Context: an optimization exercise on an open-source flow, tuned for small area, a short achievable clock period and few clock cycles per item. The choices shown serve that exercise and are no tape-out recipe. At most, simulation tests tie the RTL to the original design; equivalence was not proved. For run 3, only the layout was checked, not whether the RTL still works.

**flow/constraint.sdc**
```tcl
create_clock -name core_clock -period 11.0 [get_ports {clk}]
set_input_delay 2.2000 -clock core_clock [delete_from_list [all_inputs] [get_ports {clk}]]
set_output_delay 2.2000 -clock core_clock [all_outputs]
set_load 0.01 [all_outputs]
```
**flow/run.sh**
```bash
#!/bin/bash
# synth_recipe.tcl (not shown) runs the flow's synth.tcl, then flattens the netlist and writes it again
# the make line also repeats each setting of config.mk as NAME=value (left out here)
make -C /OpenROAD-flow-scripts/flow DESIGN_CONFIG=/design/flow/config.mk WORK_HOME=/design/flow/orfs CLKGATE_MAP_FILE= SYNTH_SCRIPT=/design/flow/synth_recipe.tcl finish
```
**flow/design.v**
```verilog
module aes_g_xor (input a, input b, output y);
  assign y = a ^ b;
endmodule
module aes_g_xnor (input a, input b, output y);
  assign y = ~(a ^ b);
endmodule
module aes_g_nand (input a, input b, output y);
  assign y = ~(a & b);
endmodule
module aes_g_nor (input a, input b, output y);
  assign y = ~(a | b);
endmodule
module aes_g_andn (input a, input b, output y);
  assign y = ~a & b;
endmodule
module aes_sbox (
  input  [7:0] x,
  output [7:0] y
);
  wire U0 = x[7], U1 = x[6], U2 = x[5], U3 = x[4];
  wire U4 = x[3], U5 = x[2], U6 = x[1], U7 = x[0];
  wire T1;
  aes_g_xor g0 (.a(U0), .b(U3), .y(T1));
  wire T2;
  aes_g_xor g1 (.a(U0), .b(U5), .y(T2));
  wire T3;
  aes_g_xor g2 (.a(U0), .b(U6), .y(T3));
  wire T4;
  aes_g_xor g3 (.a(U3), .b(U5), .y(T4));
  wire T5;
  aes_g_xor g4 (.a(U4), .b(U6), .y(T5));
  wire T6;
  aes_g_xor g5 (.a(T1), .b(T5), .y(T6));
  wire T7;
  aes_g_xor g6 (.a(U1), .b(U2), .y(T7));
  wire T8;
  aes_g_xor g7 (.a(U7), .b(T6), .y(T8));
  wire T9;
  aes_g_xor g8 (.a(U7), .b(T7), .y(T9));
  wire T10;
  aes_g_xor g9 (.a(T6), .b(T7), .y(T10));
  wire T11;
  aes_g_xor g10 (.a(U1), .b(U5), .y(T11));
  wire T12;
  aes_g_xnor g11 (.a(U2), .b(U5), .y(T12));
  wire T13;
  aes_g_xor g12 (.a(T3), .b(T4), .y(T13));
  wire T14;
  aes_g_xor g13 (.a(T6), .b(T11), .y(T14));
  wire T15;
  aes_g_xor g14 (.a(T5), .b(T11), .y(T15));
  wire T16;
  aes_g_xnor g15 (.a(T5), .b(T12), .y(T16));
  wire T17;
  aes_g_xor g16 (.a(T9), .b(T16), .y(T17));
  wire T18;
  aes_g_xor g17 (.a(U3), .b(U7), .y(T18));
  wire T19;
  aes_g_xor g18 (.a(T7), .b(T18), .y(T19));
  wire T20;
  aes_g_xor g19 (.a(T1), .b(T19), .y(T20));
  wire T21;
  aes_g_xor g20 (.a(U6), .b(U7), .y(T21));
  wire T22;
  aes_g_xor g21 (.a(T7), .b(T21), .y(T22));
  wire T23;
  aes_g_xor g22 (.a(T2), .b(T22), .y(T23));
  wire T24;
  aes_g_xor g23 (.a(T2), .b(T10), .y(T24));
  wire T25;
  aes_g_xor g24 (.a(T20), .b(T17), .y(T25));
  wire T26;
  aes_g_xor g25 (.a(T3), .b(T16), .y(T26));
  wire T27;
  aes_g_xnor g26 (.a(T1), .b(T12), .y(T27));
  wire M1;
  aes_g_nand g27 (.a(T13), .b(T6), .y(M1));
  wire M2;
  aes_g_nand g28 (.a(T23), .b(T8), .y(M2));
  wire M3;
  aes_g_xor g29 (.a(T14), .b(M1), .y(M3));
  wire M4;
  aes_g_nand g30 (.a(T19), .b(U7), .y(M4));
  wire M5;
  aes_g_xnor g31 (.a(M4), .b(M1), .y(M5));
  wire M6;
  aes_g_nand g32 (.a(T3), .b(T16), .y(M6));
  wire M7;
  aes_g_nand g33 (.a(T22), .b(T9), .y(M7));
  wire M8;
  aes_g_xor g34 (.a(T26), .b(M6), .y(M8));
  wire M9;
  aes_g_nand g35 (.a(T20), .b(T17), .y(M9));
  wire M10;
  aes_g_xor g36 (.a(M9), .b(M6), .y(M10));
  wire M11;
  aes_g_nand g37 (.a(T1), .b(T15), .y(M11));
  wire M12;
  aes_g_nand g38 (.a(T4), .b(T27), .y(M12));
  wire M13;
  aes_g_xor g39 (.a(M12), .b(M11), .y(M13));
  wire M14;
  aes_g_nand g40 (.a(T2), .b(T10), .y(M14));
  wire M15;
  aes_g_xor g41 (.a(M14), .b(M11), .y(M15));
  wire M16;
  aes_g_xnor g42 (.a(M3), .b(M2), .y(M16));
  wire M17;
  aes_g_xnor g43 (.a(M5), .b(T24), .y(M17));
  wire M18;
  aes_g_xnor g44 (.a(M8), .b(M7), .y(M18));
  wire M19;
  aes_g_xnor g45 (.a(M10), .b(M15), .y(M19));
  wire M20;
  aes_g_xnor g46 (.a(M16), .b(M13), .y(M20));
  wire M21;
  aes_g_xor g47 (.a(M17), .b(M15), .y(M21));
  wire M22;
  aes_g_xnor g48 (.a(M18), .b(M13), .y(M22));
  wire M23;
  aes_g_xnor g49 (.a(M19), .b(T25), .y(M23));
  wire M24;
  aes_g_xnor g50 (.a(M22), .b(M23), .y(M24));
  wire M25;
  aes_g_nand g51 (.a(M22), .b(M20), .y(M25));
  wire M26;
  aes_g_xor g52 (.a(M21), .b(M25), .y(M26));
  wire M27;
  aes_g_xnor g53 (.a(M20), .b(M21), .y(M27));
  wire M28;
  aes_g_xor g54 (.a(M23), .b(M25), .y(M28));
  wire M29;
  aes_g_nor g55 (.a(M28), .b(M27), .y(M29));
  wire M30;
  aes_g_nor g56 (.a(M26), .b(M24), .y(M30));
  wire M31;
  aes_g_nand g57 (.a(M20), .b(M23), .y(M31));
  wire M32;
  aes_g_nor g58 (.a(M27), .b(M31), .y(M32));
  wire M33;
  aes_g_xor g59 (.a(M27), .b(M25), .y(M33));
  wire M34;
  aes_g_nand g60 (.a(M21), .b(M22), .y(M34));
  wire M35;
  aes_g_nor g61 (.a(M24), .b(M34), .y(M35));
  wire M36;
  aes_g_xor g62 (.a(M24), .b(M25), .y(M36));
  wire M37;
  aes_g_xor g63 (.a(M21), .b(M29), .y(M37));
  wire M38;
  aes_g_xor g64 (.a(M32), .b(M33), .y(M38));
  wire M39;
  aes_g_xor g65 (.a(M23), .b(M30), .y(M39));
  wire M40;
  aes_g_xor g66 (.a(M35), .b(M36), .y(M40));
  wire M41;
  aes_g_xor g67 (.a(M38), .b(M40), .y(M41));
  wire M42;
  aes_g_xor g68 (.a(M37), .b(M39), .y(M42));
  wire M43;
  aes_g_xor g69 (.a(M37), .b(M38), .y(M43));
  wire M44;
  aes_g_xor g70 (.a(M39), .b(M40), .y(M44));
  wire M45;
  aes_g_xor g71 (.a(M42), .b(M41), .y(M45));
  wire M46;
  aes_g_nand g72 (.a(M44), .b(T6), .y(M46));
  wire M47;
  aes_g_nand g73 (.a(M40), .b(T8), .y(M47));
  wire M48;
  aes_g_nand g74 (.a(M39), .b(U7), .y(M48));
  wire M49;
  aes_g_nand g75 (.a(M43), .b(T16), .y(M49));
  wire M50;
  aes_g_nand g76 (.a(M38), .b(T9), .y(M50));
  wire M51;
  aes_g_nand g77 (.a(M37), .b(T17), .y(M51));
  wire M52;
  aes_g_nand g78 (.a(M42), .b(T15), .y(M52));
  wire M53;
  aes_g_nand g79 (.a(M45), .b(T27), .y(M53));
  wire M54;
  aes_g_nand g80 (.a(M41), .b(T10), .y(M54));
  wire M55;
  aes_g_nand g81 (.a(M44), .b(T13), .y(M55));
  wire M56;
  aes_g_nand g82 (.a(M40), .b(T23), .y(M56));
  wire M57;
  aes_g_nand g83 (.a(M39), .b(T19), .y(M57));
  wire M58;
  aes_g_nand g84 (.a(M43), .b(T3), .y(M58));
  wire M59;
  aes_g_nand g85 (.a(M38), .b(T22), .y(M59));
  wire M60;
  aes_g_nand g86 (.a(M37), .b(T20), .y(M60));
  wire M61;
  aes_g_nand g87 (.a(M42), .b(T1), .y(M61));
  wire M62;
  aes_g_nand g88 (.a(M45), .b(T4), .y(M62));
  wire M63;
  aes_g_nand g89 (.a(M41), .b(T2), .y(M63));
  wire L0;
  aes_g_xor g90 (.a(M61), .b(M62), .y(L0));
  wire L1;
  aes_g_xnor g91 (.a(M50), .b(M56), .y(L1));
  wire L2;
  aes_g_xor g92 (.a(M46), .b(M48), .y(L2));
  wire L3;
  aes_g_xnor g93 (.a(M47), .b(M55), .y(L3));
  wire L4;
  aes_g_xor g94 (.a(M54), .b(M58), .y(L4));
  wire L5;
  aes_g_xnor g95 (.a(M49), .b(M61), .y(L5));
  wire L6;
  aes_g_xnor g96 (.a(M62), .b(L5), .y(L6));
  wire L7;
  aes_g_xor g97 (.a(M46), .b(L3), .y(L7));
  wire L8;
  aes_g_xnor g98 (.a(M51), .b(M59), .y(L8));
  wire L9;
  aes_g_xnor g99 (.a(M52), .b(M53), .y(L9));
  wire L10;
  aes_g_xnor g100 (.a(M53), .b(L4), .y(L10));
  wire L11;
  aes_g_xor g101 (.a(M60), .b(L2), .y(L11));
  wire L12;
  aes_g_xnor g102 (.a(M48), .b(M51), .y(L12));
  wire L13;
  aes_g_xor g103 (.a(M50), .b(L0), .y(L13));
  wire L14;
  aes_g_xnor g104 (.a(M52), .b(M61), .y(L14));
  wire L15;
  aes_g_xor g105 (.a(M55), .b(L1), .y(L15));
  wire L16;
  aes_g_xnor g106 (.a(M56), .b(L0), .y(L16));
  wire L17;
  aes_g_xor g107 (.a(M57), .b(L1), .y(L17));
  wire L18;
  aes_g_xor g108 (.a(M58), .b(L8), .y(L18));
  wire L19;
  aes_g_xnor g109 (.a(M63), .b(L4), .y(L19));
  wire L20;
  aes_g_xnor g110 (.a(L0), .b(L1), .y(L20));
  wire L21;
  aes_g_xnor g111 (.a(L1), .b(L7), .y(L21));
  wire L22;
  aes_g_xor g112 (.a(L3), .b(L12), .y(L22));
  wire L23;
  aes_g_xor g113 (.a(L18), .b(L2), .y(L23));
  wire L24;
  aes_g_xor g114 (.a(L15), .b(L9), .y(L24));
  wire L25;
  aes_g_xnor g115 (.a(L6), .b(L10), .y(L25));
  wire L26;
  aes_g_xnor g116 (.a(L7), .b(L9), .y(L26));
  wire L27;
  aes_g_xnor g117 (.a(L8), .b(L10), .y(L27));
  wire L28;
  aes_g_xnor g118 (.a(L11), .b(L14), .y(L28));
  wire L29;
  aes_g_xnor g119 (.a(L11), .b(L17), .y(L29));
  wire S0;
  aes_g_xor g120 (.a(L6), .b(L24), .y(S0));
  wire S1;
  aes_g_xnor g121 (.a(L16), .b(L26), .y(S1));
  wire S2;
  aes_g_xor g122 (.a(L19), .b(L28), .y(S2));
  wire S3;
  aes_g_xnor g123 (.a(L6), .b(L21), .y(S3));
  wire S4;
  aes_g_xor g124 (.a(L20), .b(L22), .y(S4));
  wire S5;
  aes_g_xor g125 (.a(L25), .b(L29), .y(S5));
  wire S6;
  aes_g_xor g126 (.a(L13), .b(L27), .y(S6));
  wire S7;
  aes_g_xor g127 (.a(L6), .b(L23), .y(S7));
  assign y = {S0, S1, S2, S3, S4, S5, S6, S7};
endmodule
module aes_sbox_pre (
  input  [7:0] xe,
  input  [7:0] xd,
  input        enc,
  output [7:0] y
);
  function [7:0] inv_aff(input [7:0] b);
    inv_aff = {b[6:0], b[7]} ^ {b[4:0], b[7:5]} ^ {b[1:0], b[7:2]} ^ 8'h05;
  endfunction
  assign y = enc ? xe : inv_aff(xd);
endmodule
module aes_x8 (input [7:0] a, input [7:0] b, output [7:0] y);
  assign y = a ^ b;
endmodule
module aes_xt (input [7:0] a, output [7:0] y);
  assign y = {a[6:0], 1'b0} ^ (a[7] ? 8'h1b : 8'h00);
endmodule
module aes_mc_col (
  input  [7:0] a0, a1, a2, a3,
  output [7:0] y0, y1, y2, y3
);
  wire [7:0] p01, p12, p23, p30, x0, x1, x2, x3, q0, q1, q2, q3;
  aes_x8 u_p01 (.a(a0), .b(a1), .y(p01));
  aes_x8 u_p12 (.a(a1), .b(a2), .y(p12));
  aes_x8 u_p23 (.a(a2), .b(a3), .y(p23));
  aes_x8 u_p30 (.a(a3), .b(a0), .y(p30));
  aes_xt u_x0 (.a(p01), .y(x0));
  aes_xt u_x1 (.a(p12), .y(x1));
  aes_xt u_x2 (.a(p23), .y(x2));
  aes_xt u_x3 (.a(p30), .y(x3));
  aes_x8 u_q0 (.a(a1), .b(p23), .y(q0));
  aes_x8 u_q1 (.a(a2), .b(p30), .y(q1));
  aes_x8 u_q2 (.a(a3), .b(p01), .y(q2));
  aes_x8 u_q3 (.a(a0), .b(p12), .y(q3));
  aes_x8 u_y0 (.a(q0), .b(x0), .y(y0));
  aes_x8 u_y1 (.a(q1), .b(x1), .y(y1));
  aes_x8 u_y2 (.a(q2), .b(x2), .y(y2));
  aes_x8 u_y3 (.a(q3), .b(x3), .y(y3));
endmodule
module aes_p_col (
  input  [7:0] a0, a1, a2, a3,
  input        dec,
  output [7:0] y0, y1, y2, y3
);
  wire [7:0] e, f, e2, f2, e4, f4;
  aes_x8 u_e (.a(a0), .b(a2), .y(e));
  aes_x8 u_f (.a(a1), .b(a3), .y(f));
  aes_xt u_e2 (.a(e), .y(e2));
  aes_xt u_e4 (.a(e2), .y(e4));
  aes_xt u_f2 (.a(f), .y(f2));
  aes_xt u_f4 (.a(f2), .y(f4));
  wire [7:0] u = e4 & {8{dec}};
  wire [7:0] v = f4 & {8{dec}};
  aes_x8 u_y0 (.a(a0), .b(u), .y(y0));
  aes_x8 u_y1 (.a(a1), .b(v), .y(y1));
  aes_x8 u_y2 (.a(a2), .b(u), .y(y2));
  aes_x8 u_y3 (.a(a3), .b(v), .y(y3));
endmodule
module aes_round_pre (
  input  [127:0] st_in,
  input          enc,
  output [127:0] u
);
  genvar i;
  generate
    for (i = 0; i < 16; i = i + 1) begin : g_pre
      localparam integer R = i % 4;
      localparam integer C = i / 4;
      localparam integer SE = R + 4 * ((C + R) % 4);       
      localparam integer SD = R + 4 * ((C - R + 4) % 4);   
      aes_sbox_pre u_pre (.xe(st_in[127-8*SE -: 8]), .xd(st_in[127-8*SD -: 8]),
                          .enc(enc), .y(u[127-8*i -: 8]));
    end
  endgenerate
endmodule
module aes_round1 (
  input  [127:0] u,
  output [127:0] sy
);
  genvar i;
  generate
    for (i = 0; i < 16; i = i + 1) begin : g_sub
      aes_sbox u_sbox (.x(u[127-8*i -: 8]), .y(sy[127-8*i -: 8]));
    end
  endgenerate
endmodule
module aes_round2 (
  input  [127:0] sy,
  input  [127:0] rkey,
  input          enc,
  input          last,
  output [127:0] st_out
);
  function [7:0] inv_aff(input [7:0] b);
    inv_aff = {b[6:0], b[7]} ^ {b[4:0], b[7:5]} ^ {b[1:0], b[7:2]} ^ 8'h05;
  endfunction
  wire [127:0] sb;     
  wire [127:0] ark;    
  wire [127:0] y;      
  wire [127:0] m;      
  wire [127:0] mc;
  wire [127:0] mk;     
  genvar i;
  generate
    for (i = 0; i < 16; i = i + 1) begin : g_byte
      assign sb[127-8*i -: 8] = enc ? sy[127-8*i -: 8] : inv_aff(sy[127-8*i -: 8]);
      aes_x8 u_ark (.a(sb[127-8*i -: 8]), .b(rkey[127-8*i -: 8]), .y(ark[127-8*i -: 8]));
      assign y[127-8*i -: 8] = enc ? sb[127-8*i -: 8] : ark[127-8*i -: 8];
      aes_x8 u_mk (.a(mc[127-8*i -: 8]), .b(rkey[127-8*i -: 8] & {8{enc}}), .y(mk[127-8*i -: 8]));
    end
    for (i = 0; i < 4; i = i + 1) begin : g_mix
      aes_p_col u_p (.a0(y[127-32*i -: 8]), .a1(y[119-32*i -: 8]),
                     .a2(y[111-32*i -: 8]), .a3(y[103-32*i -: 8]), .dec(~enc),
                     .y0(m[127-32*i -: 8]), .y1(m[119-32*i -: 8]),
                     .y2(m[111-32*i -: 8]), .y3(m[103-32*i -: 8]));
      aes_mc_col u_mc (.a0(m[127-32*i -: 8]), .a1(m[119-32*i -: 8]),
                       .a2(m[111-32*i -: 8]), .a3(m[103-32*i -: 8]),
                       .y0(mc[127-32*i -: 8]), .y1(mc[119-32*i -: 8]),
                       .y2(mc[111-32*i -: 8]), .y3(mc[103-32*i -: 8]));
    end
  endgenerate
  assign st_out = last ? ark : mk;
endmodule
module aes_key_ctl (
  input             dec,
  input      [1:0]  klen,
  input      [3:0]  rnd,
  output reg [24:0] ctl
);
  always @(*) begin
    case ({dec, klen, rnd})
      7'b0000000: ctl = {3'd5, 3'd0, 3'd0, 3'd0, 2'd0, 2'd0, 1'b1, 8'h01};
      7'b0000001: ctl = {3'd0, 3'd0, 3'd0, 3'd0, 2'd0, 2'd2, 1'b1, 8'h02};
      7'b0000010: ctl = {3'd0, 3'd0, 3'd0, 3'd0, 2'd0, 2'd2, 1'b1, 8'h04};
      7'b0000011: ctl = {3'd0, 3'd0, 3'd0, 3'd0, 2'd0, 2'd2, 1'b1, 8'h08};
      7'b0000100: ctl = {3'd0, 3'd0, 3'd0, 3'd0, 2'd0, 2'd2, 1'b1, 8'h10};
      7'b0000101: ctl = {3'd0, 3'd0, 3'd0, 3'd0, 2'd0, 2'd2, 1'b1, 8'h20};
      7'b0000110: ctl = {3'd0, 3'd0, 3'd0, 3'd0, 2'd0, 2'd2, 1'b1, 8'h40};
      7'b0000111: ctl = {3'd0, 3'd0, 3'd0, 3'd0, 2'd0, 2'd2, 1'b1, 8'h80};
      7'b0001000: ctl = {3'd0, 3'd0, 3'd0, 3'd0, 2'd0, 2'd2, 1'b1, 8'h1b};
      7'b0001001: ctl = {3'd0, 3'd0, 3'd0, 3'd0, 2'd0, 2'd2, 1'b1, 8'h36};
      7'b0001010: ctl = {3'd0, 3'd0, 3'd0, 3'd0, 2'd0, 2'd2, 1'b1, 8'h6c};
      7'b0001011: ctl = {3'd0, 3'd0, 3'd0, 3'd0, 2'd0, 2'd2, 1'b1, 8'hd8};
      7'b0001100: ctl = {3'd0, 3'd0, 3'd0, 3'd0, 2'd0, 2'd2, 1'b1, 8'hab};
      7'b0001101: ctl = {3'd0, 3'd0, 3'd0, 3'd0, 2'd0, 2'd2, 1'b1, 8'h4d};
      7'b0001110: ctl = {3'd0, 3'd0, 3'd0, 3'd0, 2'd0, 2'd2, 1'b1, 8'h9a};
      7'b0001111: ctl = {3'd0, 3'd0, 3'd0, 3'd0, 2'd0, 2'd2, 1'b1, 8'h8d};
      7'b0010000: ctl = {3'd6, 3'd0, 3'd0, 3'd0, 2'd0, 2'd0, 1'b1, 8'h01};
      7'b0010001: ctl = {3'd0, 3'd1, 3'd0, 3'd0, 2'd0, 2'd1, 1'b0, 8'h00};
      7'b0010010: ctl = {3'd0, 3'd0, 3'd0, 3'd0, 2'd0, 2'd1, 1'b1, 8'h02};
      7'b0010011: ctl = {3'd1, 3'd1, 3'd0, 3'd1, 2'd0, 2'd1, 1'b1, 8'h04};
      7'b0010100: ctl = {3'd0, 3'd1, 3'd0, 3'd0, 2'd0, 2'd1, 1'b0, 8'h00};
      7'b0010101: ctl = {3'd0, 3'd0, 3'd0, 3'd0, 2'd0, 2'd1, 1'b1, 8'h08};
      7'b0010110: ctl = {3'd1, 3'd1, 3'd0, 3'd1, 2'd0, 2'd1, 1'b1, 8'h10};
      7'b0010111: ctl = {3'd0, 3'd1, 3'd0, 3'd0, 2'd0, 2'd1, 1'b0, 8'h00};
      7'b0011000: ctl = {3'd0, 3'd0, 3'd0, 3'd0, 2'd0, 2'd1, 1'b1, 8'h20};
      7'b0011001: ctl = {3'd1, 3'd1, 3'd0, 3'd1, 2'd0, 2'd1, 1'b1, 8'h40};
      7'b0011010: ctl = {3'd0, 3'd1, 3'd0, 3'd0, 2'd0, 2'd1, 1'b0, 8'h00};
      7'b0011011: ctl = {3'd0, 3'd0, 3'd0, 3'd0, 2'd0, 2'd1, 1'b1, 8'h80};
      7'b0011100: ctl = {3'd1, 3'd1, 3'd0, 3'd1, 2'd0, 2'd1, 1'b1, 8'h1b};
      7'b0011101: ctl = {3'd0, 3'd1, 3'd0, 3'd0, 2'd0, 2'd1, 1'b0, 8'h00};
      7'b0011110: ctl = {3'd0, 3'd0, 3'd0, 3'd0, 2'd0, 2'd1, 1'b1, 8'h36};
      7'b0011111: ctl = {3'd1, 3'd1, 3'd0, 3'd1, 2'd0, 2'd1, 1'b1, 8'h6c};
      7'b0100000: ctl = {3'd6, 3'd0, 3'd0, 3'd0, 2'd0, 2'd0, 1'b1, 8'h01};
      7'b0100001: ctl = {3'd0, 3'd0, 3'd0, 3'd0, 2'd0, 2'd0, 1'b1, 8'h01};
      7'b0100010: ctl = {3'd0, 3'd0, 3'd0, 3'd0, 2'd0, 2'd0, 1'b0, 8'h00};
      7'b0100011: ctl = {3'd0, 3'd0, 3'd0, 3'd0, 2'd0, 2'd0, 1'b1, 8'h02};
      7'b0100100: ctl = {3'd0, 3'd0, 3'd0, 3'd0, 2'd0, 2'd0, 1'b0, 8'h00};
      7'b0100101: ctl = {3'd0, 3'd0, 3'd0, 3'd0, 2'd0, 2'd0, 1'b1, 8'h04};
      7'b0100110: ctl = {3'd0, 3'd0, 3'd0, 3'd0, 2'd0, 2'd0, 1'b0, 8'h00};
      7'b0100111: ctl = {3'd0, 3'd0, 3'd0, 3'd0, 2'd0, 2'd0, 1'b1, 8'h08};
      7'b0101000: ctl = {3'd0, 3'd0, 3'd0, 3'd0, 2'd0, 2'd0, 1'b0, 8'h00};
      7'b0101001: ctl = {3'd0, 3'd0, 3'd0, 3'd0, 2'd0, 2'd0, 1'b1, 8'h10};
      7'b0101010: ctl = {3'd0, 3'd0, 3'd0, 3'd0, 2'd0, 2'd0, 1'b0, 8'h00};
      7'b0101011: ctl = {3'd0, 3'd0, 3'd0, 3'd0, 2'd0, 2'd0, 1'b1, 8'h20};
      7'b0101100: ctl = {3'd0, 3'd0, 3'd0, 3'd0, 2'd0, 2'd0, 1'b0, 8'h00};
      7'b0101101: ctl = {3'd0, 3'd0, 3'd0, 3'd0, 2'd0, 2'd0, 1'b1, 8'h40};
      7'b0101110: ctl = {3'd0, 3'd0, 3'd0, 3'd0, 2'd0, 2'd0, 1'b0, 8'h00};
      7'b0101111: ctl = {3'd0, 3'd0, 3'd0, 3'd0, 2'd0, 2'd0, 1'b1, 8'h80};
      7'b1000000: ctl = {3'd2, 3'd4, 3'd3, 3'd4, 2'd1, 2'd2, 1'b1, 8'h8d};
      7'b1000001: ctl = {3'd2, 3'd4, 3'd3, 3'd4, 2'd1, 2'd2, 1'b1, 8'h01};
      7'b1000010: ctl = {3'd2, 3'd4, 3'd3, 3'd4, 2'd1, 2'd2, 1'b1, 8'h02};
      7'b1000011: ctl = {3'd2, 3'd4, 3'd3, 3'd4, 2'd1, 2'd2, 1'b1, 8'h04};
      7'b1000100: ctl = {3'd2, 3'd4, 3'd3, 3'd4, 2'd1, 2'd2, 1'b1, 8'h08};
      7'b1000101: ctl = {3'd2, 3'd4, 3'd3, 3'd4, 2'd1, 2'd2, 1'b1, 8'h10};
      7'b1000110: ctl = {3'd2, 3'd4, 3'd3, 3'd4, 2'd1, 2'd2, 1'b1, 8'h20};
      7'b1000111: ctl = {3'd2, 3'd4, 3'd3, 3'd4, 2'd1, 2'd2, 1'b1, 8'h40};
      7'b1001000: ctl = {3'd2, 3'd4, 3'd3, 3'd4, 2'd1, 2'd2, 1'b1, 8'h80};
      7'b1001001: ctl = {3'd2, 3'd4, 3'd3, 3'd4, 2'd1, 2'd2, 1'b1, 8'h1b};
      7'b1001010: ctl = {3'd2, 3'd4, 3'd3, 3'd4, 2'd1, 2'd2, 1'b1, 8'h36};
      7'b1001011: ctl = {3'd2, 3'd4, 3'd3, 3'd4, 2'd1, 2'd2, 1'b1, 8'h6c};
      7'b1001100: ctl = {3'd2, 3'd4, 3'd3, 3'd4, 2'd1, 2'd2, 1'b1, 8'hd8};
      7'b1001101: ctl = {3'd2, 3'd4, 3'd3, 3'd4, 2'd1, 2'd2, 1'b1, 8'hab};
      7'b1001110: ctl = {3'd2, 3'd4, 3'd3, 3'd4, 2'd1, 2'd2, 1'b1, 8'h4d};
      7'b1001111: ctl = {3'd2, 3'd4, 3'd3, 3'd4, 2'd1, 2'd2, 1'b1, 8'h9a};
      7'b1010000: ctl = {3'd0, 3'd3, 3'd2, 3'd3, 2'd2, 2'd1, 1'b0, 8'h00};
      7'b1010001: ctl = {3'd4, 3'd3, 3'd2, 3'd3, 2'd1, 2'd1, 1'b1, 8'h01};
      7'b1010010: ctl = {3'd3, 3'd3, 3'd4, 3'd3, 2'd2, 2'd1, 1'b1, 8'h02};
      7'b1010011: ctl = {3'd0, 3'd3, 3'd2, 3'd3, 2'd2, 2'd1, 1'b0, 8'h00};
      7'b1010100: ctl = {3'd4, 3'd3, 3'd2, 3'd3, 2'd1, 2'd1, 1'b1, 8'h04};
      7'b1010101: ctl = {3'd3, 3'd3, 3'd4, 3'd3, 2'd2, 2'd1, 1'b1, 8'h08};
      7'b1010110: ctl = {3'd0, 3'd3, 3'd2, 3'd3, 2'd2, 2'd1, 1'b0, 8'h00};
      7'b1010111: ctl = {3'd4, 3'd3, 3'd2, 3'd3, 2'd1, 2'd1, 1'b1, 8'h10};
      7'b1011000: ctl = {3'd3, 3'd3, 3'd4, 3'd3, 2'd2, 2'd1, 1'b1, 8'h20};
      7'b1011001: ctl = {3'd0, 3'd3, 3'd2, 3'd3, 2'd2, 2'd1, 1'b0, 8'h00};
      7'b1011010: ctl = {3'd4, 3'd3, 3'd2, 3'd3, 2'd1, 2'd1, 1'b1, 8'h40};
      7'b1011011: ctl = {3'd3, 3'd3, 3'd4, 3'd3, 2'd2, 2'd1, 1'b1, 8'h80};
      7'b1011100: ctl = {3'd0, 3'd3, 3'd2, 3'd3, 2'd2, 2'd1, 1'b0, 8'h00};
      7'b1011101: ctl = {3'd4, 3'd3, 3'd2, 3'd3, 2'd1, 2'd1, 1'b1, 8'h1b};
      7'b1011110: ctl = {3'd3, 3'd3, 3'd4, 3'd3, 2'd2, 2'd1, 1'b1, 8'h36};
      7'b1011111: ctl = {3'd0, 3'd3, 3'd2, 3'd3, 2'd2, 2'd1, 1'b0, 8'h00};
      7'b1100000: ctl = {3'd3, 3'd2, 3'd1, 3'd2, 2'd1, 2'd0, 1'b0, 8'h00};
      7'b1100001: ctl = {3'd3, 3'd2, 3'd1, 3'd2, 2'd1, 2'd0, 1'b1, 8'h01};
      7'b1100010: ctl = {3'd3, 3'd2, 3'd1, 3'd2, 2'd1, 2'd0, 1'b0, 8'h00};
      7'b1100011: ctl = {3'd3, 3'd2, 3'd1, 3'd2, 2'd1, 2'd0, 1'b1, 8'h02};
      7'b1100100: ctl = {3'd3, 3'd2, 3'd1, 3'd2, 2'd1, 2'd0, 1'b0, 8'h00};
      7'b1100101: ctl = {3'd3, 3'd2, 3'd1, 3'd2, 2'd1, 2'd0, 1'b1, 8'h04};
      7'b1100110: ctl = {3'd3, 3'd2, 3'd1, 3'd2, 2'd1, 2'd0, 1'b0, 8'h00};
      7'b1100111: ctl = {3'd3, 3'd2, 3'd1, 3'd2, 2'd1, 2'd0, 1'b1, 8'h08};
      7'b1101000: ctl = {3'd3, 3'd2, 3'd1, 3'd2, 2'd1, 2'd0, 1'b0, 8'h00};
      7'b1101001: ctl = {3'd3, 3'd2, 3'd1, 3'd2, 2'd1, 2'd0, 1'b1, 8'h10};
      7'b1101010: ctl = {3'd3, 3'd2, 3'd1, 3'd2, 2'd1, 2'd0, 1'b0, 8'h00};
      7'b1101011: ctl = {3'd3, 3'd2, 3'd1, 3'd2, 2'd1, 2'd0, 1'b1, 8'h20};
      7'b1101100: ctl = {3'd3, 3'd2, 3'd1, 3'd2, 2'd1, 2'd0, 1'b0, 8'h00};
      7'b1101101: ctl = {3'd3, 3'd2, 3'd1, 3'd2, 2'd1, 2'd0, 1'b1, 8'h40};
      7'b1101110: ctl = {3'd3, 3'd2, 3'd1, 3'd2, 2'd1, 2'd0, 1'b0, 8'h00};
      7'b1101111: ctl = {3'd3, 3'd2, 3'd1, 3'd2, 2'd1, 2'd0, 1'b1, 8'h80};
      default: ctl = 25'd0;
    endcase
  end
endmodule
module aes_key_sin (
  input  [255:0] r,
  input  [2:0]   sin_sel,
  output reg [31:0] sin
);
  wire [31:0] s2 = r[191:160], s3 = r[159:128];
  wire [31:0] s4 = r[127:96],  s5 = r[95:64],   s6 = r[63:32],   s7 = r[31:0];
  always @(*) begin
    case (sin_sel)
      3'd0:    sin = s7;
      3'd1:    sin = s3 ^ s2 ^ s7;
      3'd2:    sin = s4 ^ s5;
      3'd3:    sin = s4;
      3'd4:    sin = s6;
      3'd5:    sin = s3;
      default: sin = s5;
    endcase
  end
endmodule
module aes_key_sub (
  input  [31:0] sin,
  input         rot,
  input  [7:0]  rcon,
  output [31:0] t
);
  wire [31:0] sw;
  genvar i;
  generate
    for (i = 0; i < 4; i = i + 1) begin : g_sub
      aes_sbox u_sbox (.x(sin[31-8*i -: 8]), .y(sw[31-8*i -: 8]));
    end
  endgenerate
  assign t = rot ? ({sw[23:0], sw[31:24]} ^ {rcon, 24'h0}) : sw;
endmodule
module aes_key_step (
  input  [255:0] r,
  input  [31:0]  t,
  input  [24:0]  ctl,
  output [127:0] nw       
);
  wire [31:0] s0 = r[255:224], s1 = r[223:192], s2 = r[191:160], s3 = r[159:128];
  wire [31:0] s4 = r[127:96],  s5 = r[95:64],   s6 = r[63:32],   s7 = r[31:0];
  wire [2:0] x0_sel  = ctl[21:19];
  wire [2:0] x1_sel  = ctl[18:16];
  wire [2:0] x2_sel  = ctl[15:13];
  wire [1:0] x3_sel  = ctl[12:11];
  wire [1:0] b_sel   = ctl[10:9];
  wire [31:0] b0 = (b_sel == 2'd0) ? s0 : (b_sel == 2'd1) ? s2 : s4;
  wire [31:0] b1 = (b_sel == 2'd0) ? s1 : (b_sel == 2'd1) ? s3 : s5;
  wire [31:0] b2 = (b_sel == 2'd0) ? s2 : (b_sel == 2'd1) ? s4 : s6;
  wire [31:0] b3 = (b_sel == 2'd0) ? s3 : (b_sel == 2'd1) ? s5 : s7;
  reg [31:0] x0, x1, x2, x3;
  wire [31:0] n0, n1, n2, n3;
  always @(*) begin
    case (x0_sel)
      3'd0:    x0 = t;
      3'd1:    x0 = s7;
      3'd2:    x0 = s1;
      3'd3:    x0 = s3;
      default: x0 = s5;
    endcase
  end
  always @(*) begin
    case (x1_sel)
      3'd0:    x1 = n0;
      3'd1:    x1 = s2;
      3'd2:    x1 = s4;
      3'd3:    x1 = s6;
      default: x1 = t;
    endcase
  end
  always @(*) begin
    case (x2_sel)
      3'd0:    x2 = n1;
      3'd1:    x2 = t;
      3'd2:    x2 = s3;
      3'd3:    x2 = s5;
      default: x2 = s7;
    endcase
  end
  always @(*) begin
    case (x3_sel)
      2'd0:    x3 = n2;
      2'd1:    x3 = t;
      default: x3 = s6;
    endcase
  end
  assign n0 = b0 ^ x0;
  assign n1 = b1 ^ x1;
  assign n2 = b2 ^ x2;
  assign n3 = b3 ^ x3;
  assign nw = {n0, n1, n2, n3};
endmodule
module aes_ecb_core (
  input              clk,
  input              rst,         
  input              key_load,    
  input      [1:0]   key_len,
  input      [255:0] key_in,
  input              blk_start,   
  input              decrypt,     
  input      [127:0] blk_in,
  output             ready,
  output reg         done,        
  output     [127:0] blk_out
);
  reg          ph;        
  reg  [1:0]   klen;      
  reg  [255:0] k0;        
  reg          k0x;       
  reg  [255:0] ke;        
  reg          kev;       
  reg  [127:0] ib;
  reg          ibv;
  reg          ibdec;
  reg  [127:0] x, y, ob;
  reg          xv, yv;
  reg  [127:0] rk;        
  reg          sdec;      
  reg          slast;     
  reg  [255:0] kr;        
  reg  [31:0]  ks;        
  reg  [31:0]  kt;        
  reg  [24:0]  kctl;      
  reg  [3:0]   kn;        
  reg          pact;      
  reg          kext;      
  reg          kprep;     
  reg          pdec;      
  reg  [1:0]   pklen;
  reg          ecap;      
  reg          jstart;    
  wire [3:0] knr = (klen == 2'd0) ? 4'd10 : (klen == 2'd1) ? 4'd12 : 4'd14;
  wire [3:0] pnr = (pklen == 2'd0) ? 4'd10 : (pklen == 2'd1) ? 4'd12 : 4'd14;
  wire [31:0]  t;
  wire [127:0] nw;
  aes_key_sub  u_ksub (.sin(ks), .rot(kctl[8]), .rcon(kctl[7:0]), .t(t));
  aes_key_step u_kstp (.r(kr), .t(kt), .ctl(kctl), .nw(nw));
  wire [255:0] kr_next = {kr[127:0], nw};
  wire [127:0] s1, s2, u;
  aes_round1 u_r1 (.u(x), .sy(s1));
  aes_round2 u_r2 (.sy(y), .rkey(rk), .enc(~sdec), .last(slast), .st_out(s2));
  aes_round_pre u_pre (.st_in((go_a | go_b) ? (ib ^ rk0) : s2),
                       .enc((go_a | go_b) ? ~ibdec : ~sdec), .u(u));
  wire [127:0] rk0 = ibdec ? {ke[159:128], ke[191:160], ke[223:192], ke[255:224]} : k0[255:128];
  wire kfree   = ~kext & ~kprep & (~pact | slast);
  wire can_go  = ~ph & kfree & ibv;
  wire go_ext  = can_go & ~k0x;
  wire go_prep = can_go & k0x & ibdec & ~kev;
  wire go_a    = can_go & k0x & ~(ibdec & ~kev);           
  wire go_b    = ph & jstart & ibv & (ibdec == pdec);      
  wire step    = ~ph & (kext | kprep | (pact & ~slast));
  wire cap     = step & ~pdec & (kprep | ecap) & (kn == pnr - 4'd1);
  wire fin     = yv & slast;
  wire [255:0] kr_n    = (go_ext | go_prep) ? k0 : go_a ? (ibdec ? ke : k0) :
                         step ? kr_next : kr;
  wire [3:0]   kn_n    = go_ext ? 4'd0 : go_prep ? 4'd1 : go_a ? (ibdec ? knr - 4'd1 : 4'd1) :
                         step ? (pdec ? kn - 4'd1 : kn + 4'd1) : kn;
  wire         pdec_n  = (go_ext | go_prep) ? 1'b0 : go_a ? ibdec : pdec;
  wire [1:0]   pklen_n = (go_ext | go_prep | go_a) ? klen : pklen;
  wire [24:0]  kctl_n;
  wire [31:0]  ks_n;
  aes_key_ctl u_kctl (.dec(pdec_n), .klen(pklen_n), .rnd(kn_n), .ctl(kctl_n));
  aes_key_sin u_ksin (.r(kr_n), .sin_sel(kctl_n[24:22]), .sin(ks_n));
  assign ready   = ~ibv | go_a | go_b;
  assign blk_out = ob;
  wire acc_key = key_load & ready;
  wire acc_blk = blk_start & ready & ~key_load;
  wire [255:0] ke_new = {kr_next[31:0], kr_next[63:32], kr_next[95:64], kr_next[127:96],
                         kr_next[159:128], kr_next[191:160], kr_next[223:192], kr_next[255:224]};
  always @(posedge clk) begin
    y  <= s1;
    x  <= u;
    kt <= t;
    ks <= ks_n;
    kctl <= kctl_n;
    if (fin) ob <= s2;
    if (ph) begin
      rk    <= pdec ? {kr[31:0], kr[63:32], kr[95:64], kr[127:96]} : kr[127:0];
      sdec  <= pdec;
      slast <= (kn == (pdec ? 4'd0 : pnr));
    end
  end
  always @(posedge clk) begin
    if (rst) begin
      ph     <= 1'b0;
      xv     <= 1'b0;
      yv     <= 1'b0;
      done   <= 1'b0;
      ibv    <= 1'b0;
      kev    <= 1'b0;
      k0x    <= 1'b0;
      pact   <= 1'b0;
      kext   <= 1'b0;
      kprep  <= 1'b0;
      jstart <= 1'b0;
    end else begin
      ph   <= ~ph;
      done <= fin;
      yv   <= xv;
      xv   <= go_a | go_b | (yv & ~slast);
      if (acc_blk) begin
        ib    <= blk_in;
        ibv   <= 1'b1;
        ibdec <= decrypt;
      end else if (go_a | go_b)
        ibv <= 1'b0;
      kr    <= kr_n;
      kn    <= kn_n;
      pdec  <= pdec_n;
      pklen <= pklen_n;
      if (~ph) begin
        if (kext) kext <= 1'b0;
        if (kprep & (kn == pnr - 4'd1)) kprep <= 1'b0;
        if (pact & slast) pact <= 1'b0;
      end
      jstart <= go_a;
      if (go_ext)  kext  <= 1'b1;
      if (go_prep) kprep <= 1'b1;
      if (go_a) begin
        pact <= 1'b1;
        ecap <= 1'b1;
      end
      if (acc_key) begin
        k0   <= key_in;
        klen <= key_len;
        k0x  <= key_len[1];
        kev  <= 1'b0;
        ecap <= 1'b0;
      end else begin
        if (cap) begin
          ke  <= ke_new;
          kev <= 1'b1;
        end
        if (~ph & kext) begin
          if (pklen == 2'd0) k0[127:0] <= nw;
          else               k0[63:0]  <= nw[127:64];
          k0x <= 1'b1;
        end
      end
    end
  end
endmodule
```
**flow/config.mk**
```make
export PLATFORM = sky130hd
export DESIGN_NAME = aes_ecb_core
export DESIGN_NICKNAME = aes_ecb_core
export VERILOG_FILES = /design/flow/design.v
export SDC_FILE = /design/flow/constraint.sdc
export NUM_CORES = 4
export LEC_CHECK = 0
export CAP_MARGIN = 20
export CORE_MARGIN = 2
export CORE_UTILIZATION = 40
export PLACE_DENSITY = 0.55
export SETUP_SLACK_MARGIN = 5
export SLEW_MARGIN = 20
export SYNTH_HIERARCHICAL = 1
```
==> results of run 1 <==
routing by layer:
layer / up-vias / GRT usage, % / share of wire (%)
met1: 43117 / 40.8 / 43
met2: 3847 / 46.9 / 44
li1: 38585 / - / -
met3: 765 / 5.27 / 7.7
met4: 10 / 13.5 / 5.2
met5: - / 0 / 0.016
final cells by class:
class	instances	share of cell area [%]
Inverter	145	0.445
Sequential cell	1518	32.4
Clock inverter	90	0.776
Tap cell	3900	3.75
Multi-Input combinational cell	8825	53.6
Clock buffer	251	4.00
Timing Repair inverter	2	0.0135
Timing Repair Buffer	674	5.07
Antenna cell	9	0.0173
per-stage QoR:
| step | worst slack (ns) | area, um^2 | util [%] |
|---|---|---|---|
| after floorplan | 1.89 | 117000 | - |
| after global placement | 4.12 | 123000 | 42.4 |
| after detailed placement | 4.19 | 123000 | 42.4 |
| after CTS | 5.00 | 130000 | 44.7 |
| after global routing | 4.97 | 130000 | 44.8 |
| final | 5.09 | 130000 | 44.8 |
worst paths after layout:
check / start / end / slack, ns / cells past startpoint
worst max-delay path: ks[9]$_DFF_P_ / kt[8]$_DFF_P_ / 5.09 / 16
worst min-delay path: xv$_SDFF_PP0_ / yv$_SDFF_PP0_ / 0.45 / 1
worst min register to register: xv$_SDFF_PP0_ / yv$_SDFF_PP0_ / 0.45 / 1
worst max register to register: ks[9]$_DFF_P_ / kt[8]$_DFF_P_ / 5.09 / 16
timing repair:
action / 4_1_cts / 5_1_grt
pin swaps: 2 / 4
setup endpoints to repair: 195 / 73
gates cloned: 6 / 2
resized for setup: 47 / 24
buffers inserted: 4 / 7
worst max-delay path, cell delays in order, from the launching register on:
cell,delay [ns]
sky130_fd_sc_hd__dfxtp_1,0.54
sky130_fd_sc_hd__xor2_1,0.50
sky130_fd_sc_hd__xor2_2,0.39
sky130_fd_sc_hd__xor2_1,0.36
sky130_fd_sc_hd__nand2_1,0.11
sky130_fd_sc_hd__xor2_1,0.28
sky130_fd_sc_hd__xnor2_1,0.14
sky130_fd_sc_hd__xnor2_1,0.41
sky130_fd_sc_hd__xnor2_1,0.26
sky130_fd_sc_hd__xor2_1,0.22
sky130_fd_sc_hd__xor2_1,0.48
sky130_fd_sc_hd__xor2_1,0.31
sky130_fd_sc_hd__xor2_1,0.22
sky130_fd_sc_hd__nand2_1,0.13
sky130_fd_sc_hd__xnor2_1,0.51
sky130_fd_sc_hd__xor2_1,0.68
sky130_fd_sc_hd__mux2_2,0.28
registers in the layout, summed over array words and instances (netlist names), 2 cells and up:
signal  cells
k0        256
ke        256
kr        256
ib        128
ob        128
rk        128
x         128
y         128
ks         32
kt         32
kctl       22
kn          4
klen        2
pklen       2
==> key figures, run 1 <==
Run status
  • Status: finished clean

Placement
  • Count of input and output buffers: 520
  • Routability-driven placement congestion ratio: 0.968
  • Cell total after placement: 15,043
  • DP Wirelength: 341 mm

GRT
  • Via count of the first global-routing pass: 84,170
  • Grt ovf: 0
  • Global routing usage summed across all routing layers: 30.1%
  • Wire length of the first global-routing pass: 637 mm
  • Initial antenna violation count: 45
  • Pin count of the biggest net entering global routing: 129

Layout
  • Total number of nets in the final design: 11,761
  • Highest-count cells in the layout ignoring fill and taps: 2,221 x sky130_fd_sc_hd__xor2_1, 1,586 x sky130_fd_sc_hd__nand2_1, 1,165 x sky130_fd_sc_hd__edfxtp_1, 861 x sky130_fd_sc_hd__xnor2_1, 769 x sky130_fd_sc_hd__mux2_2
  • Most common cell after layout, fill and taps aside: sky130_fd_sc_hd__xor2_1
  • Filler cells: 27,395
  • Non-filler instance count after layout: 15,414
  • Multi-input gate area: 0.0697 mm^2
  • Area added between synthesis and finish: 11.6%
  • Share of cells above drive strength 1: 13.0%
  • Storage cell area: 0.0421 mm^2

Critical path
  • Endpoint arrival time on the critical path: 6.72 ns
  • Crit. End Element: flop
  • Startpoint Class: flop
  • Peak fanout along the critical path: 5
  • Data required time of the worst path: 11.81 ns
  • Type of the worst setup path: reg -> reg

Timing
  • Relative slew slack: 11.6%
  • Total setup violations reported at the end of the flow: 0
  • Final max-slew violation count: 0
  • Final worst clock skew: 0.0942 ns
  • Clock period minus final worst setup slack: 5.91 ns
  • Actual slew at the worst max-slew pin: 1.30 ns
  • Post-route setup TNS: 0 ns
  • F_max: 169 MHz
  • Hold_ws: 0.446 ns
  • Number of endpoints with negative hold slack in the final report: 0
  • Final cycle utilization of the critical path: 53.7%
  • Setup repair after global routing missed its margin: true

CTS
  • Number of clock sinks: 1,518
  • Number of CTS-inserted buffers: 185
  • Clock insertion delay at the later pin of the skew report: 0.92 ns
  • TritonCTS clock tree: built
  • CTS H-Tree Depth: 4
  • CTS hold repair buffers: 0
  • Clock root buffer master: sky130_fd_sc_hd__clkbuf_16
  • Worst-case clock buffer depth: 4
  • Clock-pin slew on the worst setup and hold paths: 0.06 ns

Floorplanning
  • Cell Rows: 198
  • Number of top-level pins: 521
  • Starting density of the core: 40.1%
  • Placeable core region: 0.290 mm^2
  • Die footprint: 0.296 mm^2
  • Die extent in y: 544 um
  • Die span in x: 544 um

Yosys
  • Gate Count Post-Synth: 11,312
  • Mean Syn Cell Area: 10.3 um^2
  • Synthesis Warnings: 12
  • Synthesized cell area: 0.117 mm^2
  • Net count after synthesis: 11,722

Routing
  • Total wire length after detailed routing: 461 mm
  • Count of antenna-violating nets left after detailed routing: 0
  • Drc violations: 0
  • Per-cell routed wire length: 29.9 um
  • First DRT Iteration DRCs: 9,231
  • Drt via density: 5.60
  • Via Count: 86,324
  • DRT Pass-1 Iters: 6

Hold path
  • Type of the tightest min-delay check: reg -> reg

Run
  • Total of max-cap violations: 0
Testbench counts, summed over its fixed seeds: cycles 16,253, items 1,080.
==> run 2: changes to the inputs <==
--- a/flow/config.mk
+++ b/flow/config.mk
@@ -11,3 +11,2 @@
 export PLACE_DENSITY = 0.55
-export SETUP_SLACK_MARGIN = 5
 export SLEW_MARGIN = 20
==> run 2 against run 1 <==
Against the previous run:
- synthesized cell count stayed put
- global-route usage fell by 0.61 points
- count of clock-buffer cells in the layout fell by 13
- largest cell class unchanged
- via count down 1.4%
- sequential share of layout area is 0.13 points higher
- critical endpoint is now ready
- final cell count is 0.21% lower
==> key figures, run 2 <==
Run status
  • Status: finished clean (unchanged)

Critical path
  • Crit. End Element: primary output (was flop)
  • Startpoint Class: flop (unchanged)
  • Peak fanout along the critical path: 39 (was 5)
  • Data required time of the worst path: 8.80 ns (was 11.81 ns)
  • Endpoint arrival time on the critical path: 4.72 ns (was 6.72 ns)
  • Type of the worst setup path: reg -> out (was reg -> reg)

CTS
  • Clock insertion delay at the later pin of the skew report: 0.92 ns (about the same)
  • Number of CTS-inserted buffers: 186 (was 185)
  • TritonCTS clock tree: built (unchanged)
  • Clock-pin slew on the worst setup and hold paths: 0.06 ns (about the same)
  • Post-cts repair resize count: 0 (was 47)
  • Number of clock sinks: 1,518 (unchanged)
  • Clock root buffer master: sky130_fd_sc_hd__clkbuf_16 (unchanged)
  • # Post-CTS Setup Buffers: 0 (was 4)
  • CTS H-Tree Depth: 4 (unchanged)
  • Worst-case clock buffer depth: 4 (unchanged)
  • CTS hold repair buffers: 0 (unchanged)

Timing
  • Hold_ws: 0.446 ns (about the same)
  • F_max: 145 MHz (was 169 MHz)
  • Post-route setup TNS: 0 ns (unchanged)
  • Clock period minus final worst setup slack: 6.92 ns (was 5.91 ns)
  • Actual slew at the worst max-slew pin: 1.25 ns (was 1.30 ns)
  • Worst setup margin: 4.08 ns (was 5.09 ns)
  • Relative slew slack: 16.6% (was 11.6%)
  • Total setup violations reported at the end of the flow: 0 (unchanged)
  • Number of endpoints with negative hold slack in the final report: 0 (unchanged)
  • Setup repair after global routing missed its margin: false (was true)
  • Final max-slew violation count: 0 (unchanged)
  • Final worst clock skew: 0.113 ns (was 0.0942 ns)
  • Final cycle utilization of the critical path: 62.9% (was 53.7%)

Layout
  • Total number of nets in the final design: 11,729 (was 11,761)
  • Top flop regs: k0: 256 flops, ke: 256 flops, kr: 256 flops (unchanged)
  • Design area: 0.130 mm^2 (about the same)
  • Highest-count cells in the layout ignoring fill and taps: 2,247 x sky130_fd_sc_hd__xor2_1, 1,586 x sky130_fd_sc_hd__nand2_1, 1,165 x sky130_fd_sc_hd__edfxtp_1, 865 x sky130_fd_sc_hd__xnor2_1, 769 x sky130_fd_sc_hd__mux2_2 (was 2,221 x sky130_fd_sc_hd__xor2_1, 1,586 x sky130_fd_sc_hd__nand2_1, 1,165 x sky130_fd_sc_hd__edfxtp_1, 861 x sky130_fd_sc_hd__xnor2_1, 769 x sky130_fd_sc_hd__mux2_2)
  • Share of cells above drive strength 1: 12.6% (was 13.0%)
  • Area added between synthesis and finish: 11.1% (was 11.6%)
  • Most common cell after layout, fill and taps aside: sky130_fd_sc_hd__xor2_1 (unchanged)
  • Post-Route Utilization: 44.6% (was 44.8%)
  • Non-filler instance count after layout: 15,381 (was 15,414)

Yosys
  • Synthesized cell area: 0.117 mm^2 (unchanged)
  • Mean Syn Cell Area: 10.3 um^2 (unchanged)
  • Net count after synthesis: 11,722 (unchanged)
  • Gate Count Post-Synth: 11,312 (unchanged)
  • Synthesis Warnings: 12 (unchanged)

Run
  • Total of max-cap violations: 0 (unchanged)

GRT
  • Grt ovf: 0 (unchanged)
  • Initial antenna violation count: 32 (was 45)
  • Global routing usage summed across all routing layers: 29.5% (was 30.1%)
  • Wire length of the first global-routing pass: 627 mm (was 637 mm)
  • Pin count of the biggest net entering global routing: 211 (was 129)
  • Via count of the first global-routing pass: 83,524 (was 84,170)

Placement
  • DP Wirelength: 340 mm (was 341 mm)
  • Routability-driven placement congestion ratio: 0.964 (was 0.968)
  • Setup WS pre-CTS: 4.48 ns (was 4.19 ns)
  • Cell total after placement: 15,031 (was 15,043)
  • Count of input and output buffers: 520 (unchanged)
  • Total placed instance area: 0.123 mm^2 (about the same)

Routing
  • DRT Pass-1 Iters: 6 (unchanged)
  • Total wire length after detailed routing: 450 mm (was 461 mm)
  • Drc violations: 0 (unchanged)
  • Count of antenna-violating nets left after detailed routing: 0 (unchanged)
  • Drt via density: 5.54 (was 5.60)
  • First DRT Iteration DRCs: 8,653 (was 9,231)
  • Per-cell routed wire length: 29.2 um (was 29.9 um)
  • Via Count: 85,138 (was 86,324)

Floorplanning
  • Number of top-level pins: 521 (unchanged)
  • Placeable core region: 0.290 mm^2 (unchanged)
  • Die footprint: 0.296 mm^2 (unchanged)
  • Die extent in y: 544 um (unchanged)
  • Die span in x: 544 um (unchanged)
  • Starting density of the core: 40.1% (unchanged)
  • Cell Rows: 198 (unchanged)

Hold path
  • Type of the tightest min-delay check: reg -> reg (unchanged)
-- run 2: layer usage --
layer / routed length [um] / global-route usage (%) / vias to the layer above
li1: - / - / 38558
met1: 192000 / 40.0 / 42371
met2: 201000 / 46.1 / 3467
met3: 34900 / 5.26 / 722
met4: 21500 / 12.5 / 20
met5: 138 / 0 / -
-- run 2: final timing paths --
kind | from | end | slack (ns) | depth (start not counted)
min | xv$_SDFF_PP0_ | yv$_SDFF_PP0_ | 0.45 | 1
max | ibdec$_DFFE_PP_ | ready | 4.08 | 7
max reg2reg | sdec$_DFFE_PP_ | x[17]$_DFF_P_ | 4.36 | 19
min reg2reg | xv$_SDFF_PP0_ | yv$_SDFF_PP0_ | 0.45 | 1
-- run 2: cell type report --
cell class,instances,area (um^2)
fillers,27307,161000
inverters,145,562
repair buffers,647,6330
well taps,3900,4880
multi-input cells,8821,69400
clock buffers,238,5120
flip-flops and latches,1518,42100
clock inverters,103,1140
diodes,9,22.5
-- run 2: critical path: stages, from the launching register on --
cell                              delay [ns]
sky130_fd_sc_hd__edfxtp_1               0.93
sky130_fd_sc_hd__buf_4                  0.65
sky130_fd_sc_hd__xor2_1                 0.17
sky130_fd_sc_hd__o21ai_1                0.26
sky130_fd_sc_hd__o21bai_4               0.17
sky130_fd_sc_hd__buf_4                  0.39
sky130_fd_sc_hd__buf_4                  0.55
sky130_fd_sc_hd__clkdlybuf4s50_1        0.67
==> run 3: changes to the inputs <==
--- a/flow/design.v
+++ b/flow/design.v
@@ -318,20 +318,17 @@
 endmodule
-module aes_p_col (
+module aes_corr (
   input  [7:0] a0, a1, a2, a3,
-  input        dec,
-  output [7:0] y0, y1, y2, y3
+  output [7:0] w, z
 );
-  wire [7:0] e, f, e2, f2, e4, f4;
-  aes_x8 u_e (.a(a0), .b(a2), .y(e));
-  aes_x8 u_f (.a(a1), .b(a3), .y(f));
-  aes_xt u_e2 (.a(e), .y(e2));
-  aes_xt u_e4 (.a(e2), .y(e4));
-  aes_xt u_f2 (.a(f), .y(f2));
-  aes_xt u_f4 (.a(f2), .y(f4));
-  wire [7:0] u = e4 & {8{dec}};
-  wire [7:0] v = f4 & {8{dec}};
-  aes_x8 u_y0 (.a(a0), .b(u), .y(y0));
-  aes_x8 u_y1 (.a(a1), .b(v), .y(y1));
-  aes_x8 u_y2 (.a(a2), .b(u), .y(y2));
-  aes_x8 u_y3 (.a(a3), .b(v), .y(y3));
+  function [7:0] m4(input [7:0] a);    
+    m4 = {a[5:0], 2'b00} ^ (a[7] ? 8'h36 : 8'h00) ^ (a[6] ? 8'h1b : 8'h00);
+  endfunction
+  function [7:0] m8(input [7:0] a);    
+    m8 = {a[4:0], 3'b000} ^ (a[7] ? 8'h6c : 8'h00) ^ (a[6] ? 8'h36 : 8'h00) ^ (a[5] ? 8'h1b : 8'h00);
+  endfunction
+  wire [7:0] e = a0 ^ a2;
+  wire [7:0] f = a1 ^ a3;
+  wire [7:0] s8 = m8(e ^ f);
+  assign w = s8 ^ m4(e);
+  assign z = s8 ^ m4(f);
 endmodule
@@ -368,4 +365,4 @@
   input  [127:0] rkey,
-  input          enc,
-  input          last,
+  input  [3:0]   dec,
+  input  [1:0]   last,
   output [127:0] st_out
@@ -378,5 +375,5 @@
   wire [127:0] y;      
-  wire [127:0] m;      
   wire [127:0] mc;
-  wire [127:0] mk;     
+  wire [127:0] kk;     
+  wire [127:0] mk;
   genvar i;
@@ -384,14 +381,16 @@
     for (i = 0; i < 16; i = i + 1) begin : g_byte
-      assign sb[127-8*i -: 8] = enc ? sy[127-8*i -: 8] : inv_aff(sy[127-8*i -: 8]);
+      localparam integer C = i / 4;
+      assign sb[127-8*i -: 8] = dec[C] ? inv_aff(sy[127-8*i -: 8]) : sy[127-8*i -: 8];
       aes_x8 u_ark (.a(sb[127-8*i -: 8]), .b(rkey[127-8*i -: 8]), .y(ark[127-8*i -: 8]));
-      assign y[127-8*i -: 8] = enc ? sb[127-8*i -: 8] : ark[127-8*i -: 8];
-      aes_x8 u_mk (.a(mc[127-8*i -: 8]), .b(rkey[127-8*i -: 8] & {8{enc}}), .y(mk[127-8*i -: 8]));
+      assign y[127-8*i -: 8] = dec[C] ? ark[127-8*i -: 8] : sb[127-8*i -: 8];
+      aes_x8 u_mk (.a(mc[127-8*i -: 8]), .b(kk[127-8*i -: 8]), .y(mk[127-8*i -: 8]));
+      assign st_out[127-8*i -: 8] = last[C / 2] ? ark[127-8*i -: 8] : mk[127-8*i -: 8];
     end
     for (i = 0; i < 4; i = i + 1) begin : g_mix
-      aes_p_col u_p (.a0(y[127-32*i -: 8]), .a1(y[119-32*i -: 8]),
-                     .a2(y[111-32*i -: 8]), .a3(y[103-32*i -: 8]), .dec(~enc),
-                     .y0(m[127-32*i -: 8]), .y1(m[119-32*i -: 8]),
-                     .y2(m[111-32*i -: 8]), .y3(m[103-32*i -: 8]));
-      aes_mc_col u_mc (.a0(m[127-32*i -: 8]), .a1(m[119-32*i -: 8]),
-                       .a2(m[111-32*i -: 8]), .a3(m[103-32*i -: 8]),
+      wire [7:0] w, z;
+      aes_corr u_corr (.a0(y[127-32*i -: 8]), .a1(y[119-32*i -: 8]),
+                       .a2(y[111-32*i -: 8]), .a3(y[103-32*i -: 8]), .w(w), .z(z));
+      assign kk[127-32*i -: 32] = dec[i] ? {w, z, w, z} : rkey[127-32*i -: 32];
+      aes_mc_col u_mc (.a0(y[127-32*i -: 8]), .a1(y[119-32*i -: 8]),
+                       .a2(y[111-32*i -: 8]), .a3(y[103-32*i -: 8]),
                        .y0(mc[127-32*i -: 8]), .y1(mc[119-32*i -: 8]),
@@ -400,3 +399,2 @@
   endgenerate
-  assign st_out = last ? ark : mk;
 endmodule
@@ -630,2 +628,6 @@
   reg          slast;     
+  reg  [1:0]   sdec_p;    
+  reg  [1:0]   sdec_n;    
+  reg          slast_p;   
+  reg          slast_n;   
   reg  [255:0] kr;        
@@ -644,2 +646,3 @@
   wire [3:0] pnr = (pklen == 2'd0) ? 4'd10 : (pklen == 2'd1) ? 4'd12 : 4'd14;
+  wire       last_n = (kn == (pdec ? 4'd0 : pnr));    
   wire [31:0]  t;
@@ -651,3 +654,4 @@
   aes_round1 u_r1 (.u(x), .sy(s1));
-  aes_round2 u_r2 (.sy(y), .rkey(rk), .enc(~sdec), .last(slast), .st_out(s2));
+  aes_round2 u_r2 (.sy(y), .rkey(rk), .dec({sdec_p[0], ~sdec_n[0], sdec_p[1], ~sdec_n[1]}),
+                   .last({slast_p, ~slast_n}), .st_out(s2));
   aes_round_pre u_pre (.st_in((go_a | go_b) ? (ib ^ rk0) : s2),
@@ -690,3 +694,7 @@
       sdec  <= pdec;
-      slast <= (kn == (pdec ? 4'd0 : pnr));
+      slast <= last_n;
+      sdec_p  <= {pdec, pdec_n};
+      sdec_n  <= {~pdec, ~pdec_n};
+      slast_p <= last_n;
+      slast_n <= ~last_n;
     end
==> run 3 against run 2 <==
Against the previous run:
- design area rose by 1.2%
- highest routed layer unchanged
- still clean
- count of clock-buffer cells in the layout is 7 lower
- via count up 0.99%
- synthesized cell count is 1.8% lower
- register-to-register slack worse by 0.15 ns
- critical path type is now reg -> reg
- final cell count fell by 0.59%
- worst hold slack gained 0.0029 ns
- synthesized area up 0.85%
==> key figures, run 3 <==
Run status
  • Status: finished clean (unchanged)

Layout
  • Area added between synthesis and finish: 11.5% (was 11.1%)
  • Design area: 0.131 mm^2 (was 0.130 mm^2)
  • Total number of nets in the final design: 11,612 (was 11,729)
  • Highest-count cells in the layout ignoring fill and taps: 2,024 x sky130_fd_sc_hd__xor2_1, 1,522 x sky130_fd_sc_hd__nand2_1, 1,169 x sky130_fd_sc_hd__edfxtp_1, 995 x sky130_fd_sc_hd__mux2_2, 946 x sky130_fd_sc_hd__xnor2_1 (was 2,247 x sky130_fd_sc_hd__xor2_1, 1,586 x sky130_fd_sc_hd__nand2_1, 1,165 x sky130_fd_sc_hd__edfxtp_1, 865 x sky130_fd_sc_hd__xnor2_1, 769 x sky130_fd_sc_hd__mux2_2)
  • Most common cell after layout, fill and taps aside: sky130_fd_sc_hd__xor2_1 (unchanged)
  • Post-Route Utilization: 44.7% (was 44.6%)
  • Share of cells above drive strength 1: 14.3% (was 12.6%)
  • Filler cells: 27,526 (was 27,307)
  • Top flop regs: k0: 256 flops, ke: 256 flops, kr: 256 flops (unchanged)
  • Non-filler instance count after layout: 15,291 (was 15,381)

Timing
  • Relative slew slack: 10.4% (was 16.6%)
  • F_max: 147 MHz (was 145 MHz)
  • Post-route setup TNS: 0 ns (unchanged)
  • Total setup violations reported at the end of the flow: 0 (unchanged)
  • Number of endpoints with negative hold slack in the final report: 0 (unchanged)
  • Final worst clock skew: 0.107 ns (was 0.113 ns)
  • Actual slew at the worst max-slew pin: 1.31 ns (was 1.25 ns)
  • Worst setup margin: 4.21 ns (was 4.08 ns)
  • Clock period minus final worst setup slack: 6.79 ns (was 6.92 ns)
  • Final max-slew violation count: 0 (unchanged)
  • Final cycle utilization of the critical path: 61.7% (was 62.9%)
  • Setup repair after global routing missed its margin: false (unchanged)

Floorplanning
  • Placeable core region: 0.293 mm^2 (was 0.290 mm^2)
  • Die span in x: 546 um (was 544 um)
  • Starting density of the core: 40.1% (about the same)
  • Die footprint: 0.298 mm^2 (was 0.296 mm^2)
  • Die extent in y: 546 um (was 544 um)
  • Cell Rows: 199 (was 198)
  • Number of top-level pins: 521 (unchanged)

CTS
  • Worst-case clock buffer depth: 4 (unchanged)
  • CTS H-Tree Depth: 4 (unchanged)
  • # Post-CTS Setup Buffers: 0 (unchanged)
  • TritonCTS clock tree: built (unchanged)
  • Number of clock sinks: 1,522 (was 1,518)
  • CTS hold repair buffers: 0 (unchanged)
  • Clock insertion delay at the later pin of the skew report: 0.92 ns (about the same)
  • Number of CTS-inserted buffers: 186 (unchanged)
  • Clock-pin slew on the worst setup and hold paths: 0.06 ns (about the same)
  • Post-cts repair resize count: 0 (unchanged)
  • Clock root buffer master: sky130_fd_sc_hd__clkbuf_16 (unchanged)

GRT
  • Pin count of the biggest net entering global routing: 184 (was 211)
  • Grt ovf: 0 (unchanged)
  • Wire length of the first global-routing pass: 652 mm (was 627 mm)
  • Via count of the first global-routing pass: 83,229 (was 83,524)
  • Initial antenna violation count: 42 (was 32)
  • Global routing usage summed across all routing layers: 30.7% (was 29.5%)

Critical path
  • Crit. End Element: flop (was primary output)
  • Data required time of the worst path: 11.79 ns (was 8.80 ns)
  • Cell-by-cell trace of the critical path: buf_4, nand2b_1, nand4b_4, buf_12, or2_2, a21oi_2, buf_4, nor3b_1, a211o_1, mux2i_1, o21ai_4, buf_4, buf_4, mux2_4, a22o_1, o32a_1 (was buf_4, xor2_1, o21ai_1, o21bai_4, buf_4, buf_4, clkdlybuf4s50_1)
  • Type of the worst setup path: reg -> reg (was reg -> out)
  • Master of the slowest instance on the critical path: sky130_fd_sc_hd__o21ai_4 (was sky130_fd_sc_hd__edfxtp_1)
  • Slowest stage delay, CP: 0.63 ns (was 0.93 ns)
  • Peak fanout along the critical path: 183 (was 39)
  • Cell occurring most often along the worst timing path: sky130_fd_sc_hd__buf_4 (unchanged)
  • Endpoint arrival time on the critical path: 7.57 ns (was 4.72 ns)
  • Startpoint Class: flop (unchanged)

Routing
  • Drt via density: 5.62 (was 5.54)
  • Per-cell routed wire length: 31.0 um (was 29.2 um)
  • Via Count: 85,980 (was 85,138)
  • DRT Pass-1 Iters: 6 (unchanged)
  • Total wire length after detailed routing: 474 mm (was 450 mm)
  • Count of antenna-violating nets left after detailed routing: 0 (unchanged)
  • Drc violations: 0 (unchanged)
  • First DRT Iteration DRCs: 9,239 (was 8,653)

Placement
  • DP Wirelength: 359 mm (was 340 mm)
  • Total placed instance area: 0.125 mm^2 (was 0.123 mm^2)
  • Setup WS pre-CTS: 4.34 ns (was 4.48 ns)
  • Routability-driven placement congestion ratio: 0.965 (was 0.964)
  • Count of input and output buffers: 520 (unchanged)
  • Cell total after placement: 14,931 (was 15,031)

Yosys
  • Mean Syn Cell Area: 10.6 um^2 (was 10.3 um^2)
  • Net count after synthesis: 11,514 (was 11,722)
  • Synthesized cell area: 0.118 mm^2 (was 0.117 mm^2)
  • Synthesis Warnings: 13 (was 12)
  • Gate Count Post-Synth: 11,105 (was 11,312)

Hold path
  • Type of the tightest min-delay check: reg -> reg (unchanged)

Run
  • Total of max-cap violations: 0 (unchanged)
[run 3: path summary, 6_finish.rpt]
check / start / end / slack (ns) / depth (start not counted)
min: xv$_SDFF_PP0_ / yv$_SDFF_PP0_ / 0.45 / 1
max: slast_p$_DFFE_PP_ / ks[7]$_DFF_P_ / 4.21 / 16
max reg2reg: slast_p$_DFFE_PP_ / ks[7]$_DFF_P_ / 4.21 / 16
min reg2reg: xv$_SDFF_PP0_ / yv$_SDFF_PP0_ / 0.45 / 1
[run 3: worst max-delay path: cells and delay by family, from the launching register on]
family	cells	cell delay (ns)
AND/OR/NAND/NOR	4	1.58
AO/OA/AOI/OAI	5	1.62
buffers and inverters	5	2.47
flip-flops	1	0.33
multiplexers	2	0.49
[run 3: area by class of cell]
| cell class | instances | area [um^2] | area share (%) |
|---|---|---|---|
| inverter | 152 | 581 | 0.443 |
| timing repair buffer | 665 | 6480 | 4.94 |
| multi-input combinational | 8676 | 70500 | 53.8 |
| tap | 3919 | 4900 | 3.74 |
| antenna | 13 | 32.5 | 0.0248 |
| clock buffer | 231 | 5040 | 3.84 |
| sequential | 1522 | 42200 | 32.2 |
| clock inverter | 113 | 1350 | 1.03 |
[run 3: layer usage]
metal  up-vias  routed length [um]  part of all wire [%]  global-route usage (%)
met5         -                  72                 0.015                       0
met4        10               29900                   6.3                    16.7
met3       898               39500                   8.3                    6.09
met2      4059              206000                    43                    46.3
met1     42642              199000                    42                    41.1
li1      38371                   -                     -                       -
[run 3: through the flow]
step                hold WS, ns
floorplan                 0.414
global placement          0.436
detailed placement        0.434
CTS                       0.448
global route              0.473
finish                    0.448

## separate check: timing with driven ports
In the flow no input, the clock included, has a driving cell. The finished layouts below were timed again as built, in two steps.
Step 1 assumes that a clkbuf_16 drives the clock port and a buf_2 every other input.
Step 2 times the ports against the registers' clock, not the clock port: input delays grow and output delays shrink by t, the midpoint of the rising clock arrivals with the driver on.
Three values: ideal ports, drivers, drivers and shift; two values: the first two.
run | t, ns | setup WS [ns] | hold WS [ns]
run 1 | 0.978 | 5.089 / 5.089 / 5.089 | 0.446 / 0.446 / 0.446
run 2 | 0.969 | 4.083 / 3.978 / 4.362 | 0.446 / 0.446 / 0.446
run 3 | 0.976 | 4.214 / 4.139 / 4.214 | 0.448 / 0.448 / 0.448
After both steps setup and hold are still met in every run listed.
